From an optimization exercise on the open Yosys and OpenROAD flow, aimed at small area, a short achievable clock period and few clock cycles per item; shortcuts taken in it are not production practice.
Function was checked by simulation only, so behaviour that the tests miss may differ from the original.
Power and IR drop assume default switching activity.

## pvga_draw
module pvga_draw (
    input  wire        clk,
    input  wire        rst,           
    input  wire        cmd_we,        
    input  wire [31:0] cmd_a,
    input  wire [31:0] cmd_b,
    input  wire [31:0] fb_base,
    input  wire [2:0]  err_clr,       
    output reg         busy,
    output reg         err_busy,
    output reg         err_op,
    output reg         err_coord,
    output reg         mem_req,
    output reg         mem_we,
    output wire [31:0] mem_addr,
    output wire [31:0] mem_wdata,
    input  wire        mem_gnt,
    input  wire        mem_rvalid,
    input  wire [31:0] mem_rdata
);
Settings: LEC_CHECK=0, ABC_AREA=1, CAP_MARGIN=20, CORE_AREA=2 2 166.08 166.08, CTS_BUF_LIST=sky130_fd_sc_hd__clkbuf_4 sky130_fd_sc_hd__clkbuf_8, DIE_AREA=0 0 168.08 168.08, SLEW_MARGIN=20; clock period 12.0 ns.
standard.sh (not shown) runs the stock make flow with config.mk's settings and CLKGATE_MAP_FILE= SYNTH_SCRIPT=/design/flow/synth_recipe.tcl, a recipe that flattens the netlist after the stock synthesis.
==> flow/flow/run.sh <==
#!/bin/bash
set -euo pipefail
export SETUP_SLACK_MARGIN=8
export TNS_END_PERCENT=100
export BUFFER_PORTS_ARGS="-buffer_cell sky130_fd_sc_hd__buf_1"
bash standard.sh > standard_flow.log 2>&1
The first run completed with no timing, DRC or antenna violations.
Testbench counts at the start, summed over its fixed seeds: cycles 62,783, items 2,000.
Next try:
--- a/flow/flow/run.sh
+++ b/flow/flow/run.sh
@@ -2,3 +2,3 @@
 set -euo pipefail
-export SETUP_SLACK_MARGIN=8
+export SETUP_SLACK_MARGIN=8.5
 export TNS_END_PERCENT=100
Result:
- maximum frequency is higher by a few percent
- cell area is higher by a few percent
- synthesized area stays the same
- die area does not change
- utilization is higher by 3.4 points
- sequential cell count stays the same
- via count is higher by a few percent
- worst setup slack improves by 0.096 ns
- global-route usage hardly moves
Next try:
--- a/flow/flow/run.sh
+++ b/flow/flow/run.sh
@@ -2,3 +2,3 @@
 set -euo pipefail
-export SETUP_SLACK_MARGIN=8.5
+export SETUP_SLACK_MARGIN=7.5
 export TNS_END_PERCENT=100
- utilization drops by 4.9 points
- wire length came out lower by 4.7%
- clock skew stays flat
- area after synthesis is unchanged
- hold slack gets better by 0.0065 ns
- power drops by 3.7%
- global-route usage came out lower by 0.80 points
- worst setup slack gains 0.037 ns
- first-iteration DRC count rose by 12%
Next try:
--- a/flow/config.mk
+++ b/flow/config.mk
@@ -10,3 +10,2 @@
 export CORE_AREA = 2 2 166.08 166.08
-export CTS_BUF_LIST = sky130_fd_sc_hd__clkbuf_4 sky130_fd_sc_hd__clkbuf_8
 export DIE_AREA = 0 0 168.08 168.08
Outcome:
- cell area increases slightly
- total power goes up by a few percent
- global-route usage went up by 0.12 points
- wire length goes up slightly

========
== build 45 ==
Another version of the RTL of pvga_draw (not shown whole).
Size in the first run: ~1400 cells after synthesis, about 150 flip-flops, about 210 I/O pins, about 10000 sq um of cells after synthesis.
## pvga_draw
module pvga_draw (
    input  wire        clk,
    input  wire        rst,           
    input  wire        cmd_we,        
    input  wire [31:0] cmd_a,
    input  wire [31:0] cmd_b,
    input  wire [31:0] fb_base,
    input  wire [2:0]  err_clr,       
    output reg         busy,
    output reg         err_busy,
    output reg         err_op,
    output reg         err_coord,
    output reg         mem_req,
    output reg         mem_we,
    output wire [31:0] mem_addr,
    output wire [31:0] mem_wdata,
    input  wire        mem_gnt,
    input  wire        mem_rvalid,
    input  wire [31:0] mem_rdata
);
    wire [3:0]         a_op = cmd_a[31:28];
    wire signed [11:0] a_xa = cmd_a[11:0];
    wire signed [11:0] a_ya = cmd_a[23:12];
    wire signed [11:0] a_yb = cmd_b[23:12];
    wire a_is_draw = (a_op >= 4'd1) && (a_op <= 4'd4);
    wire a_is_rsvd = (a_op >= 4'h7);
    wire a_x_ok  = (a_xa >= 0) && (a_xa < 640);
    wire a_ya_ok = (a_ya >= 0) && (a_ya < 480);
    wire a_yb_ok = (a_yb >= 0) && (a_yb < 480);
    wire a_coord_ok = (a_op == 4'd1) ? (a_x_ok && a_ya_ok) :
                      (a_op == 4'd4) ? (a_x_ok && a_ya_ok && a_yb_ok) : 1'b1;
    wire accept = cmd_we && a_is_draw && !busy && a_coord_ok;
    function [9:0] clamp_x(input [11:0] v);
        if (v[11])                  clamp_x = 10'd0;
        else if (v[10:0] > 11'd639) clamp_x = 10'd639;
        else                        clamp_x = v[9:0];
    endfunction
    function [8:0] clamp_y(input [11:0] v);
        if (v[11])                  clamp_y = 9'd0;
  ...
==> flow/config.mk <==
export PLATFORM = sky130hd
export DESIGN_NAME = pvga_draw
export DESIGN_NICKNAME = pvga_draw
export VERILOG_FILES = /design/flow/design.v
export SDC_FILE = /design/flow/constraint.sdc
export NUM_CORES = 4
export LEC_CHECK = 0
export ABC_AREA = 1
export CAP_MARGIN = 20
export CORE_AREA = 2 2 166.08 166.08
export CTS_BUF_LIST = sky130_fd_sc_hd__clkbuf_4 sky130_fd_sc_hd__clkbuf_8
export DIE_AREA = 0 0 168.08 168.08
export SLEW_MARGIN = 20
==> flow/constraint.sdc <==
create_clock -name core_clock -period 12.0 [get_ports {clk}]
set_input_delay 2.4000 -clock core_clock [delete_from_list [all_inputs] [get_ports {clk}]]
set_output_delay 2.4000 -clock core_clock [all_outputs]
set_load 0.01 [all_outputs]
==> flow/flow/run.sh <==
#!/bin/bash
set -euo pipefail
export SETUP_SLACK_MARGIN=8.3
export TNS_END_PERCENT=100
export BUFFER_PORTS_ARGS="-buffer_cell sky130_fd_sc_hd__buf_1"
bash standard.sh > standard_flow.log 2>&1
Testbench counts of build 45, summed over its fixed seeds: cycles 62,783, items 2,000.
Changes in build 85 relative to build 45:
-- flow/flow/run.sh --
<<< build 45, line 2
set -euo pipefail
export SETUP_SLACK_MARGIN=8.3
export TNS_END_PERCENT=100
>>> build 85, line 2
set -euo pipefail
export SETUP_SLACK_MARGIN=7.8
export TNS_END_PERCENT=100
==> comparison <==
Route | build 85 vs build 45 | wire shorter in build 85
Measured against each other, build 45 and build 85 differ in layout overhead on the synthesized area, the lower figure coming from build 85.
Pin slew with the least headroom to its limit sits higher in build 85 than in build 45.
Against build 45, the final cell area of build 85 is lower.
Status: worst hold slack parity (build 45, build 85)
Setup changes, build 85 to build 33
-- flow/flow/run.sh --
<<< build 85, line 2
set -euo pipefail
export SETUP_SLACK_MARGIN=7.8
export TNS_END_PERCENT=100
>>> build 33, line 2
set -euo pipefail
export SETUP_SLACK_MARGIN=8.6
export TNS_END_PERCENT=100
--- outcome ---
Build 33: first-pass GRT wire length about 10% above build 85. Build 85 -> build 33: area of combinational cells with multiple inputs increased by more than 10%. Build 33: post-layout instance count excluding filler cells is about 4% higher than what build 85 reported. Placer congestion estimate shrinks slightly when moving from build 85 to build 33. Utilization ended up 5.7 points higher on build 33 than on build 85. Sort build 85 and build 33 by amount of wire on met3 after detailed routing, descending, and build 33 comes first. Build 33: critical path depth higher than build 85. Build 33 vs build 85, post-layout instance area went up by 12%.
For build 26, these inputs were changed with respect to build 33:
- PLACE_DENSITY now 0.7, previously not set
-- flow/flow/run.sh --
<<< build 33, line 2
set -euo pipefail
export SETUP_SLACK_MARGIN=8.6
export TNS_END_PERCENT=100
>>> build 26, line 2
set -euo pipefail
export SETUP_SLACK_MARGIN=8.0
export TNS_END_PERCENT=100
--- outcome ---
- Build 26 was carried through to the last stage, and its layout satisfied the timing, design-rule and antenna checks.
- Relative to build 33, met2 global-route usage has decreased by 0.61 points in build 26.
- Relative to build 33, power has gone down in build 26.
- Looking at required arrival time at the worst endpoint, build 26 sits 0.02 ns below build 33.
- Taking build 33 as the reference, in build 26 worst-case setup slack after placement now sits higher; maximum operating frequency down 5.6 MHz; hold slack shrank by 0.0033 ns.
- Comparing build 33 and build 26, the lower logic gate share of total power is on build 26.
- Going from build 33 to build 26, power density normalized to cell area now smaller, layout overhead on the synthesized area fell by 12 points, routed wire length went down by about 5%, via count of the first global-routing pass lost 89.

## static timing again, ports no longer ideal
In the flow no input, the clock included, has a driving cell. The finished layouts below were timed again as built, in two steps. Step 1 assumes that a clkbuf_16 drives the clock port and a buf_2 every other input. Step 2 moves the port delays by t, midway between the first and last clock arrival at a register: inputs arrive t later, outputs are due t later. That takes back most of the time a late clock gives input paths. Three values: ideal ports, drivers, drivers and shift; two values: the first two.
run	t, ns	setup WS [ns]	worst setup path at the end	worst slew at a driven data input, ns
the first run of note 1	0.510	7.486 / 7.486 / 7.486	register to register	0.06
the second run of note 1	0.512	7.582 / 7.582 / 7.582	register to register	0.05
the third run of note 1	0.506	7.619 / 7.608 / 7.426	input to register	0.06
the fourth run of note 1	0.481	7.588 / 7.588 / 7.414	input to register	0.06
build 45	0.510	8.111 / 8.065 / 7.751	input to register	0.05
build 85	0.497	7.918 / 7.876 / 7.572	input to register	0.06
build 33	0.526	8.145 / 8.125 / 8.116	input to register	0.07
build 26	0.497	8.059 / 8.054 / 7.657	input to register	0.05
After both steps every run listed still meets setup and hold. For build 26, which loses most, drivers alone change the setup slack by -0.005 ns; drivers and shift together by -0.402 ns.
